Background: an optimization exercise with open tools, aiming at small area, a short achievable clock period and few clock cycles per item. Do not read the settings as production practice. RTL that was checked went through simulation tests only; none was proved equivalent to the original. Function not checked in run 1: the RTL went through the layout flow alone.

## flow/design.v (module list and top-level ports; edited modules follow where they fit)
// module fsk_goertzel_demod: 884 lines
module fsk_goertzel_demod (
    input  wire        clk,
    input  wire        rst,
    input  wire        in_valid,
    output wire        in_ready,
    input  wire [1:0]  in_cmd,
    input  wire [15:0] in_data,
    input  wire [15:0] cfg_spb,
    input  wire [15:0] cfg_coeff0,
    input  wire [15:0] cfg_coeff1,
    output reg         out_valid,
    output reg  [7:0]  out_byte
);
  // ...
==> flow/flow/run.sh <==
#!/bin/bash
# Own layout flow: the standard ORFS flow, with the port buffers chosen as
# buf_2 cells and timing repair aiming at a setup slack well above the 20 ns
# clock's (the clock period and all constraints are unchanged).
set -euo pipefail
export BUFFER_PORTS_ARGS="-buffer_cell sky130_fd_sc_hd__buf_2"
export SETUP_SLACK_MARGIN=14.8
bash standard.sh synth > synth.log 2>&1
bash standard.sh > layout.log 2>&1
==> flow/standard.sh <==
#!/bin/bash
# synth_recipe.tcl (not shown) runs the flow's synth.tcl, then flattens the netlist and writes it again
# the make line also repeats each setting of config.mk as NAME=value (left out here)
make -C /OpenROAD-flow-scripts/flow DESIGN_CONFIG=/design/flow/config.mk WORK_HOME=/design/flow/orfs CLKGATE_MAP_FILE= SYNTH_SCRIPT=/design/flow/synth_recipe.tcl "${@:-finish}"
==> flow/config.mk <==
export PLATFORM = sky130hd
export DESIGN_NAME = fsk_goertzel_demod
export DESIGN_NICKNAME = fsk_goertzel_demod
export VERILOG_FILES = /design/flow/design.v
export SDC_FILE = /design/flow/constraint.sdc
export NUM_CORES = 4
export LEC_CHECK = 0
export CAP_MARGIN = 20
export CORE_MARGIN = 2
export CORE_UTILIZATION = 40
export SLEW_MARGIN = 20
==> flow/constraint.sdc <==
create_clock -name core_clock -period 20.0 [get_ports {clk}]
set_input_delay 4.0000 -clock core_clock [delete_from_list [all_inputs] [get_ports {clk}]]
set_output_delay 4.0000 -clock core_clock [all_outputs]
set_load 0.01 [all_outputs]
==> results.sh, run 1 <==
export IMPL_dpl_cell_area_mm2=0.02831
export IMPL_synth_area_leaders="dfxtp_1, fa_1, ha_1"
export IMPL_num_antenna_cells=1
export IMPL_num_rows=95
export IMPL_rr_worst_depth=16
export IMPL_path_buf_inv=1
export IMPL_synth_most_common_cell="dfxtp_1"
export IMPL_n_all_buffers=115
export IMPL_top_layer_used="met4"
export IMPL_clockBufferDepth=3
export IMPL_synth_edf_count=49
export IMPL_hold_start="d2[22]"
export IMPL_outcome="finished clean"
export IMPL_max_cap_viol_count=0
export IMPL_avgSynthCellArea_um2=9.216
export IMPL_initial_core_util=0.4041
export IMPL_drtIter0Drc=1246
export IMPL_holdWs_ns=0.3098
export IMPL_crit_path_end_kind="primary output"
export IMPL_tightest_slew_ns=0.9695
export IMPL_layout_nonclk_buf_frac=0.02247
export IMPL_yosys_area_top_type="dfxtp_1"
export IMPL_wl_per_cell_um=18.12
export IMPL_clkLatencyLatePin_ns=0.60
export IMPL_synth_simple_gate_area_share=0.1242
export IMPL_cp_top_family="flip-flops"
export IMPL_gp_congestion=0.9142
export IMPL_wl_met1_um=32410
export IMPL_synthAdderAreaFrac=0.1910
export IMPL_cts_tree="done"
export IMPL_fin_nets=3330
export IMPL_largest_register="acc"
==> run 2: changes to the inputs <==
--- a/flow/design.v
+++ b/flow/design.v
@@ -874,11 +874,11 @@
             if (f_dec && !kill_e) begin
                 if (!clr) bcnt <= last8 ? 3'd0 : bcnt + 3'd1;
                 out_valid <= last8;
             end
         end
     end
     always @(posedge clk) begin
         if (f_dec && !kill_e) sh <= {sh[5:0], bit_dec};
-        if (f_dec && last8) out_byte <= {sh, bit_dec};
+        out_byte <= {sh, bit_dec};    
     end
 endmodule
==> flow/flow/run.sh (replaced) <==
#!/bin/bash
# Own layout flow: the standard ORFS flow, with the port buffers chosen as
# buf_2 cells and timing repair aiming at a setup slack well above the 20 ns
# clock's (the clock period and all constraints are unchanged).
set -euo pipefail
export BUFFER_PORTS_ARGS="-buffer_cell sky130_fd_sc_hd__buf_2"
export SETUP_SLACK_MARGIN=15.1
bash standard.sh synth > synth.log 2>&1
bash standard.sh > layout.log 2>&1
==> flow/config.mk (replaced) <==
export PLATFORM = sky130hd
export DESIGN_NAME = fsk_goertzel_demod
export DESIGN_NICKNAME = fsk_goertzel_demod
export VERILOG_FILES = /design/flow/design.v
export SDC_FILE = /design/flow/constraint.sdc
export NUM_CORES = 4
export LEC_CHECK = 0
export CAP_MARGIN = 20
export CORE_MARGIN = 2
export CORE_UTILIZATION = 40
export CTS_CLUSTER_SIZE = 25
export SLEW_MARGIN = 20
==> run 2 against run 1 <==
Compared with the run above:
- clock skew grew 0.026 ns
- still clean on timing, DRC and antenna
- sequential share of layout area is 0.56 points lower
- first-iteration DRC count up 0.64%
- worst setup slack better by 0.070 ns
- maximum frequency rose by 1.4%
- register-to-register slack improved by 0.09 ns
- global-route usage is 0.24 points lower
- final cell count is 0.39% lower
- utilization grew 0.63 points
==> results.sh, run 2 <==
export IMPL_largest_register="acc"
export IMPL_skew_ns=0.05228
export IMPL_setup_viol=0
export IMPL_ys_types=68
export IMPL_met3_usage=0.02694
export IMPL_ys_seq_elements=465
export IMPL_synthesis_area_mm2=0.02705
export IMPL_top_usage_layer="met2"
export IMPL_core_mm2=0.06704
export IMPL_cp_max_fo=2
export IMPL_path_buf_inv=1
export IMPL_cts_tree="done"
export IMPL_wl_per_cell_um=18.09
export IMPL_period_share=0.2526
export IMPL_initial_core_util=0.4035
export IMPL_num_antenna_cells=0
export IMPL_dr_total_vias=20100
export IMPL_seq_area_frac_synth=0.3593
export IMPL_yosys_area_top_type="dfxtp_1"
export IMPL_cp_cell_sequence="buf_6"
export IMPL_synth_area_leaders="dfxtp_1, fa_1, ha_1"
export IMPL_slew_viol_final=0
export IMPL_max_stage_delay_ns=0.32
export IMPL_crit_path_end_kind="primary output"
export IMPL_num_rows=95
export IMPL_grt_max_degree=86
export IMPL_ys_warn_count=1
export IMPL_avgViaCountPerCell=5.220
export IMPL_layout_common_cells="dfxtp_1, inv_1, nand2_1, fa_1, xnor2_1"
export IMPL_die_w_um=264.1
export IMPL_clkLatencyLatePin_ns=0.61
export IMPL_hold_viol_final=0
export IMPL_final_area_mm2=0.03055
export IMPL_dp_slack_ns=14.20
export IMPL_hold_buffers=0
export IMPL_required_ns=16.00
export IMPL_routed_wirelength_um=69650
export IMPL_synth_most_common_cell="dfxtp_1"
export IMPL_cts_htree_levels=2
export IMPL_synth_edf_count=41
export IMPL_start_kind="flop"
export IMPL_area_growth_pct=12.94
export IMPL_tightest_slew_ns=0.8545
export IMPL_crit_arrival_ns=1.05
export IMPL_synth_nets=3295
export IMPL_antenna_found_initial=0
export IMPL_avgSynthCellArea_um2=9.277
export IMPL_cp_top_family="flip-flops"
export IMPL_dieArea_mm2=0.06973
export IMPL_grt_ovfl_total=0
export IMPL_reg_top3="acc x28, d1 x26, d2 x26"
export IMPL_yosysTopAreaCellShare=0.3138
export IMPL_worstSetupPathType="flop to primary output"
export IMPL_hold_path_class="flop to flop"
export IMPL_grtUsageTotal=0.1971
export IMPL_grt_pass1_wl_um=110400
export IMPL_postLayoutCoreUtil=0.4557
export IMPL_rsz0062_at_grt="yes"
export IMPL_cts_sinks=465
export IMPL_drc_errors=0
export IMPL_use_met2=0.3197
export IMPL_ys_top_cells_by_count="dfxtp_1, inv_1, nand2_1"
export IMPL_timing_fmax_ghz=0.1979
export IMPL_outcome="finished clean"
export IMPL_syn_instance_count=2916
export IMPL_layout_commonest_cell="dfxtp_1"
export IMPL_largest_reg_flops=28
export IMPL_drtIter0Drc=1254
export IMPL_dr_pass1_iters=6
export IMPL_async_flop_share=0
export IMPL_nFillCells=6435
export IMPL_grt_pass1_vias=20540
export IMPL_synth_ff_type="dfxtp_1"
export IMPL_cts_made_buffers=50
export IMPL_ios=79
export IMPL_min_period_ns=5.052
export IMPL_fin_setup_tns_ns=0
export IMPL_layout_drive_gt1_share=0.1068
export IMPL_gp_congestion=0.8812
export IMPL_setup_slack_ns=14.95
export IMPL_dp_hpwl_um=52510
export IMPL_slew_headroom=0.4265
export IMPL_max_cap_viol_count=0
export IMPL_dieHeight_um=264.1
export IMPL_critical_path_slowest_cell="dfxtp_2"
export IMPL_drtAntennaViolNets=0
export IMPL_root_buffer="clkbuf_16"
export IMPL_dpl_cell_area_mm2=0.02820
export IMPL_portBuffers=78
export IMPL_clockBufferDepth=3
export IMPL_fin_nets=3315
export IMPL_clk_pin_slew_ns=0.06
export IMPL_grt_use_met1=0.2619
-- run 2: cell count changes in the layout (fill, tap and decap cells not counted), moves of 8 or more --
cell,change
ha_1,-9
buf_4,+10
edfxtp_1,-8
o21ai_0,+18
nand2b_1,+20
a21oi_1,-10
a211oi_1,-12
and2_1,-8
mux2_2,+10
nor2_1,-14
nand3_1,-8
nor3_1,-11
nand2_1,-20
-- run 2: worst paths after layout --
path	to	slack [ns]	startpoint	depth (start not counted)
max reg2reg	s1a[18]	15.17	frm	18
min	d0[23]	0.31	d1[23]	0
max	in_ready	14.95	rdy_o	1
min reg2reg	d0[23]	0.31	d1[23]	0
-- run 2: cell families (layout without fill, tap and decap cells) --
kind of cell               Yosys count  after routing  share of synthesized area
DFF                                465            465                     0.3593
AOI/OAI and AO/OA                  577            577                     0.1300
buffers and inverters              482            543                    0.06725
adders and majority gates          310            310                     0.1919
xor gates and xnor gates           269            269                    0.08709
and+or+nand+nor                    696            697                     0.1207
muxes                              117            117                    0.04375
-- run 2: area by class of cell --
type	instances	area [um^2]	area share
repair buffers	130	859.6	0.02813
inverters	318	1197	0.03919
well taps	873	1092	0.03575
clock inverters	27	370.4	0.01212
multi-input cells	1970	15840	0.5184
clock buffers	67	1448	0.04738
flip-flops and latches	465	9738	0.3187
repair inverters	1	7.507	0.0002457
-- run 2: metrics by stage --
stage,instances,hold WS [ns]
finish,3851,0.3124
global route,3851,0.3194
CTS,3840,0.3101
detailed placement,3735,0.3121
global placement,3735,0.3095
floorplan,2916,0.3096
-- run 2: repair_timing --
item | 4_1_cts | 5_1_grt
setup buffers | 8 | 11
endpoints found under the setup margin | 42 | 39
resized for setup | 31 | 46
cloned | 3 | 0
pin swaps | 6 | 21
-- run 2: metal layers --
layer	vias up	share of wire
met2	521	0.45
met1	9683	0.46
met4	0	0.043
li1	9744	-
met5	-	0
met3	154	0.044
Testbench counts of run 2, summed over its fixed seeds: cycles 269,736, items 384.
==> run 3: changes to the inputs <==
--- a/flow/config.mk
+++ b/flow/config.mk
@@ -8,5 +8,5 @@
 export CAP_MARGIN = 20
 export CORE_MARGIN = 2
 export CORE_UTILIZATION = 40
-export CTS_CLUSTER_SIZE = 25
+export CTS_CLUSTER_SIZE = 40
 export SLEW_MARGIN = 20
==> run 3 against run 2 <==
Compared with the run above:
- worst setup slack did not move
- still clean on timing, DRC and antenna
- maximum frequency is the same
- sequential cell count unchanged
- critical endpoint unchanged
- sequential share of layout area is the same
- cell area is the same
- synthesized area unchanged
- first-iteration DRC count stayed put
- hold slack did not move
- routed wire length unchanged
- final cell count unchanged
- non-clock buffer count stayed put
==> results.sh, run 3 <==
export IMPL_stdcell_count=3851
export IMPL_crit_arrival_ns=1.05
export IMPL_largest_reg_flops=28
export IMPL_timing_fmax_ghz=0.1979
export IMPL_synth_area_leaders="dfxtp_1, fa_1, ha_1"
export IMPL_largest_register="acc"
export IMPL_grt_max_degree=86
export IMPL_grt_pass1_wl_um=110400
export IMPL_setup_slack_ns=14.95
export IMPL_slew_headroom=0.4265
export IMPL_ys_seq_elements=465
export IMPL_reg_top3="acc x28, d1 x26, d2 x26"
export IMPL_fin_setup_tns_ns=0
export IMPL_num_rows=95
export IMPL_dp_slack_ns=14.20
export IMPL_grt_pass1_vias=20540
export IMPL_cts_htree_levels=2
export IMPL_dp_cells=3735
export IMPL_portBuffers=78
export IMPL_area_growth_pct=12.94
export IMPL_cp_top_family="flip-flops"
export IMPL_synth_most_common_cell="dfxtp_1"
export IMPL_synth_edf_count=41
export IMPL_crit_path_end_kind="primary output"
export IMPL_worstSetupPathType="flop to primary output"
export IMPL_ys_types=68
export IMPL_fin_nets=3315
export IMPL_hold_viol_final=0
export IMPL_num_antenna_cells=0
export IMPL_core_mm2=0.06704
export IMPL_critical_path_slowest_cell="dfxtp_2"
export IMPL_cp_max_fo=2
export IMPL_skew_ns=0.05228
export IMPL_seq_area_frac_synth=0.3593
export IMPL_grtUsageTotal=0.1971
export IMPL_period_share=0.2526
export IMPL_min_period_ns=5.052
export IMPL_drtAntennaViolNets=0
export IMPL_dr_total_vias=20100
export IMPL_cts_sinks=465
export IMPL_dieHeight_um=264.1
export IMPL_grt_ovfl_total=0
export IMPL_avgViaCountPerCell=5.220
export IMPL_ios=79
export IMPL_cts_made_buffers=50
export IMPL_synth_ff_type="dfxtp_1"
export IMPL_routed_wirelength_um=69650
export IMPL_clockBufferDepth=3
export IMPL_hold_buffers=0
export IMPL_layout_drive_gt1_share=0.1068
export IMPL_initial_core_util=0.4035
export IMPL_wl_per_cell_um=18.09
export IMPL_drc_errors=0
export IMPL_tightest_slew_ns=0.8545
export IMPL_holdWs_ns=0.3124
export IMPL_hold_path_class="flop to flop"
export IMPL_required_ns=16.00
export IMPL_layout_common_cells="dfxtp_1, inv_1, nand2_1, fa_1, xnor2_1"
export IMPL_synthesis_area_mm2=0.02705
export IMPL_syn_instance_count=2916
export IMPL_dp_hpwl_um=52510
export IMPL_die_w_um=264.1
export IMPL_ys_top_cells_by_count="dfxtp_1, inv_1, nand2_1"
export IMPL_clk_pin_slew_ns=0.06
export IMPL_path_buf_inv=1
export IMPL_slew_viol_final=0
export IMPL_root_buffer="clkbuf_16"
export IMPL_antenna_found_initial=0
export IMPL_dr_pass1_iters=6
export IMPL_layout_commonest_cell="dfxtp_1"
export IMPL_async_flop_share=0
export IMPL_gp_congestion=0.8812
export IMPL_rsz0062_at_grt="yes"
export IMPL_avgSynthCellArea_um2=9.277
export IMPL_max_cap_viol_count=0
export IMPL_clkLatencyLatePin_ns=0.61
export IMPL_cp_cell_sequence="buf_6"
export IMPL_start_kind="flop"
export IMPL_yosys_area_top_type="dfxtp_1"
export IMPL_dieArea_mm2=0.06973
export IMPL_cts_tree="done"
export IMPL_setup_viol=0
export IMPL_outcome="finished clean"
export IMPL_drtIter0Drc=1254
export IMPL_ys_warn_count=1
export IMPL_yosysTopAreaCellShare=0.3138
export IMPL_max_stage_delay_ns=0.32
export IMPL_synth_nets=3295
==> run 3: repair_timing <==
item,CTS,global route
endpoints found under the setup margin,42,39
pin swaps,6,21
setup buffers,8,11
gates cloned,3,0
resized for setup,31,46
==> run 3: path summary, 6_finish.rpt <==
check	slack [ns]	from	end	depth (start not counted)
worst min-delay path	0.31	d1[23]	d0[23]	0
worst min register to register	0.31	d1[23]	d0[23]	0
worst max-delay path	14.95	rdy_o	in_ready	1
worst max register to register	15.17	frm	s1a[18]	18
==> run 3: per-layer routing <==
layer	vias to the layer above	routed length, um	track usage	share of wire
met5	-	0	0	0
met2	521	31600	0.3197	0.45
li1	9744	-	-	-
met4	0	2978	0.08891	0.043
met3	154	3068	0.02694	0.044
met1	9683	32000	0.2619	0.46
==> run 3: cell families after synthesis <==
| family | after synthesis | synth area share |
|---|---|---|
| and+or+nand+nor | 696 | 0.1207 |
| xor gates and xnor gates | 269 | 0.08709 |
| muxes | 117 | 0.04375 |
| DFF | 465 | 0.3593 |
| AOI/OAI and AO/OA | 577 | 0.1300 |
| adders and majority gates | 310 | 0.1919 |
| buffers and inverters | 482 | 0.06725 |
==> run 3: per-stage QoR <==
stage	instance area, um^2	utilization
6_report	30550	0.4557
5_1_grt	30550	0.4557
4_1_cts	30250	0.4513
3_5_place_dp	28200	0.4207
3_3_place_gp	28200	0.4207
2_1_floorplan	27060	-
==> run 3: area by class of cell <==
cell class,count,area (um^2)
Fill cell,6435,36490
Multi-Input combinational cell,1970,15840
Sequential cell,465,9738
Clock buffer,67,1448
Inverter,318,1197
Tap cell,873,1092
Timing Repair Buffer,130,859.6
Clock inverter,27,370.4
Timing Repair inverter,1,7.507
==> run 4: changes to the inputs <==
--- a/flow/flow/run.sh
+++ b/flow/flow/run.sh
@@ -4,6 +4,6 @@
 # clock's (the clock period and all constraints are unchanged).
 set -euo pipefail
 export BUFFER_PORTS_ARGS="-buffer_cell sky130_fd_sc_hd__buf_2"
-export SETUP_SLACK_MARGIN=15.1
+export SETUP_SLACK_MARGIN=14.9
 bash standard.sh synth > synth.log 2>&1
 bash standard.sh > layout.log 2>&1
--- a/flow/config.mk
+++ b/flow/config.mk
@@ -8,5 +8,4 @@
 export CAP_MARGIN = 20
 export CORE_MARGIN = 2
 export CORE_UTILIZATION = 40
-export CTS_CLUSTER_SIZE = 40
 export SLEW_MARGIN = 20
==> run 4 against run 3 <==
Compared with the run above:
- synthesized area is the same
- synthesized cell count is the same
- routed wire length about the same
- worst setup slack better by 0.0093 ns
- first-iteration DRC count down 6.5%
- final cell count is essentially flat
- critical path depth did not move
==> results.sh, run 4 <==
export IMPL_outcome="finished clean"
export IMPL_initial_core_util=0.4035
export IMPL_cts_sinks=465
export IMPL_seq_area_frac_synth=0.3593
export IMPL_drtIter0Drc=1173
export IMPL_holdWs_ns=0.3096
export IMPL_ys_types=68
export IMPL_drc_errors=0
export IMPL_layout_common_cells="dfxtp_1, inv_1, nand2_1, fa_1, xnor2_1"
export IMPL_timing_fmax_ghz=0.1983
export IMPL_synth_nets=3295
export IMPL_stdcell_count=3849
export IMPL_ios=79
export IMPL_crit_path_end_kind="primary output"
export IMPL_synthAdderAreaFrac=0.1919
export IMPL_dr_pass1_iters=7
export IMPL_skew_ns=0.01937
export IMPL_period_share=0.2521
export IMPL_yosysTopAreaCellShare=0.3138
export IMPL_root_buffer="clkbuf_16"
export IMPL_ys_seq_elements=465
export IMPL_slew_viol_final=0
export IMPL_drtAntennaViolNets=0
export IMPL_critical_path_slowest_cell="dfxtp_2"
export IMPL_core_mm2=0.06704
export IMPL_ys_top_cells_by_count="dfxtp_1, inv_1, nand2_1"
export IMPL_largest_register="acc"
export IMPL_avgViaCountPerCell=5.247
export IMPL_grt_ovfl_total=0
export IMPL_cp_top_family="flip-flops"
export IMPL_num_antenna_cells=0
export IMPL_synth_area_leaders="dfxtp_1, fa_1, ha_1"
export IMPL_synthMuxAreaShare=0.04375
export IMPL_rsz0062_at_grt="yes"
export IMPL_reg_top3="acc x28, d1 x26, d2 x26"
export IMPL_clockBufferDepth=3
export IMPL_tightest_slew_ns=0.8705
export IMPL_hold_buffers=0
export IMPL_synth_xor_area_share=0.08709
export IMPL_antenna_found_initial=0
export IMPL_crit_arrival_ns=1.04
export IMPL_yosys_area_top_type="dfxtp_1"
export IMPL_path_buf_inv=1
export IMPL_layout_drive_gt1_share=0.09677
export IMPL_synth_top_family_by_area="adder cells"
export IMPL_cp_cell_sequence="buf_6"
export IMPL_synth_most_common_cell="dfxtp_1"
export IMPL_die_w_um=264.1
export IMPL_largest_reg_flops=28
export IMPL_num_rows=95
export IMPL_hold_path_class="flop to flop"
export IMPL_synth_edf_count=41
export IMPL_dieHeight_um=264.1
export IMPL_cp_max_fo=2
export IMPL_dp_hpwl_um=52580
export IMPL_setup_viol=0
export IMPL_synth_ff_type="dfxtp_1"
export IMPL_grt_pass1_vias=20380
export IMPL_dieArea_mm2=0.06973
export IMPL_hold_viol_final=0
export IMPL_ys_warn_count=1
export IMPL_fin_nets=3313
export IMPL_max_stage_delay_ns=0.33
export IMPL_slew_headroom=0.4158
export IMPL_grtUsageTotal=0.1947
export IMPL_syn_instance_count=2916
export IMPL_synth_compound_area_frac=0.1300
export IMPL_register_area_mm2=0.009733
export IMPL_clkLatencyLatePin_ns=0.60
export IMPL_gp_congestion=0.8744
export IMPL_cts_tree="done"
export IMPL_portBuffers=78
export IMPL_synthesis_area_mm2=0.02705
export IMPL_async_flop_share=0
export IMPL_dp_cells=3734
export IMPL_worstSetupPathType="flop to primary output"
export IMPL_wl_per_cell_um=18.08
export IMPL_clk_pin_slew_ns=0.06
export IMPL_dr_total_vias=20200
export IMPL_grt_pass1_wl_um=109500
export IMPL_layout_commonest_cell="dfxtp_1"
export IMPL_multiInputGateArea_mm2=0.01570
export IMPL_max_cap_viol_count=0
export IMPL_fin_setup_tns_ns=0
export IMPL_area_growth_pct=11.70
export IMPL_cts_htree_levels=2
export IMPL_grt_max_degree=86
export IMPL_r2r_slack_ns=15.04
export IMPL_start_kind="flop"
export IMPL_synth_simple_gate_area_share=0.1207
export IMPL_nFillCells=6435
export IMPL_min_period_ns=5.043
export IMPL_required_ns=16.00
export IMPL_cts_made_buffers=50
export IMPL_avgSynthCellArea_um2=9.277
export IMPL_routed_wirelength_um=69600
==> run 4: cell counts after synthesis <==
Identical to the previous run, type by type.
==> run 4: worst paths after layout <==
kind                             start  depth (start not counted)  endpoint
worst min register to register  s2a[6]                          0    s2b[6]
worst max-delay path             rdy_o                          1  in_ready
worst min-delay path            s2a[6]                          0    s2b[6]
worst max register to register  cb[15]                         20   s1a[22]
==> run 4: cell families after synthesis <==
logic type | count (synthesis)
flops | 465
fa+ha+maj | 310
buf+inv | 482
compound gates | 577
xor+xnor | 269
simple gates | 696
mux | 117
==> run 4: area by class of cell <==
cell class,count,share of cell area
clock buffers,63,0.04472
clock inverters,31,0.01056
inverters,318,0.03963
multi-input cells,1970,0.5194
flip-flops and latches,465,0.3221
well taps,873,0.03615
repair buffers,128,0.02720
repair inverters,1,0.0002484
==> run 4: per-stage QoR <==
stage	setup WS (ns)	area (um^2)	utilization
detailed placement	14.19	28200	0.4206
global route	14.85	30220	0.4507
CTS	14.83	29980	0.4471
finish	14.96	30220	0.4507
global placement	14.34	28200	0.4206
floorplan	15.01	27050	-
==> run 4: per-layer routing <==
layer | vias up | part of all wire | global-route usage
met2 | 547 | 0.47 | 0.3272
met1 | 9757 | 0.46 | 0.2610
met5 | - | 0 | 0
met4 | 0 | 0.029 | 0.06173
li1 | 9763 | - | -
met3 | 129 | 0.046 | 0.02377
==> run 4: repair_timing <==
action                                  CTS  global route
gates resized for setup                  13            29
pin swaps                                 2             4
endpoints found under the hold margin     0             0
setup buffers                             6            12
gates cloned                              1             2
endpoints found under the setup margin   32            27

[what the ideal ports hide]
No port has a modelled driver above. Below, the same layouts with a new extraction and two added sets of constraints.
Step 1 sets driving cells, clkbuf_16 on the clock port and buf_2 on the other inputs (assumed; they add their load-dependent delay and slew).
Step 2 also shifts input and output timing later by t, the mid clock arrival at the registers, as if the neighbouring blocks saw the same clock.
Three values: ideal ports, drivers, drivers and shift; two values: the first two.
| run | t (ns) | setup WS [ns] | latest minus earliest clock arrival (ns) | cell pins on the clock port's net |
|---|---|---|---|---|
| run 1 | 0.653 | 14.878 / 14.817 / 15.069 | 0.030 / 0.030 | 1 |
| run 2 | 0.647 | 14.948 / 14.890 / 14.980 | 0.056 / 0.056 | 1 |
| run 3 | 0.647 | 14.948 / 14.890 / 14.980 | 0.056 / 0.056 | 1 |
| run 4 | 0.643 | 14.957 / 14.902 / 15.002 | 0.022 / 0.021 | 1 |
After both steps setup and hold are still met in every run listed.
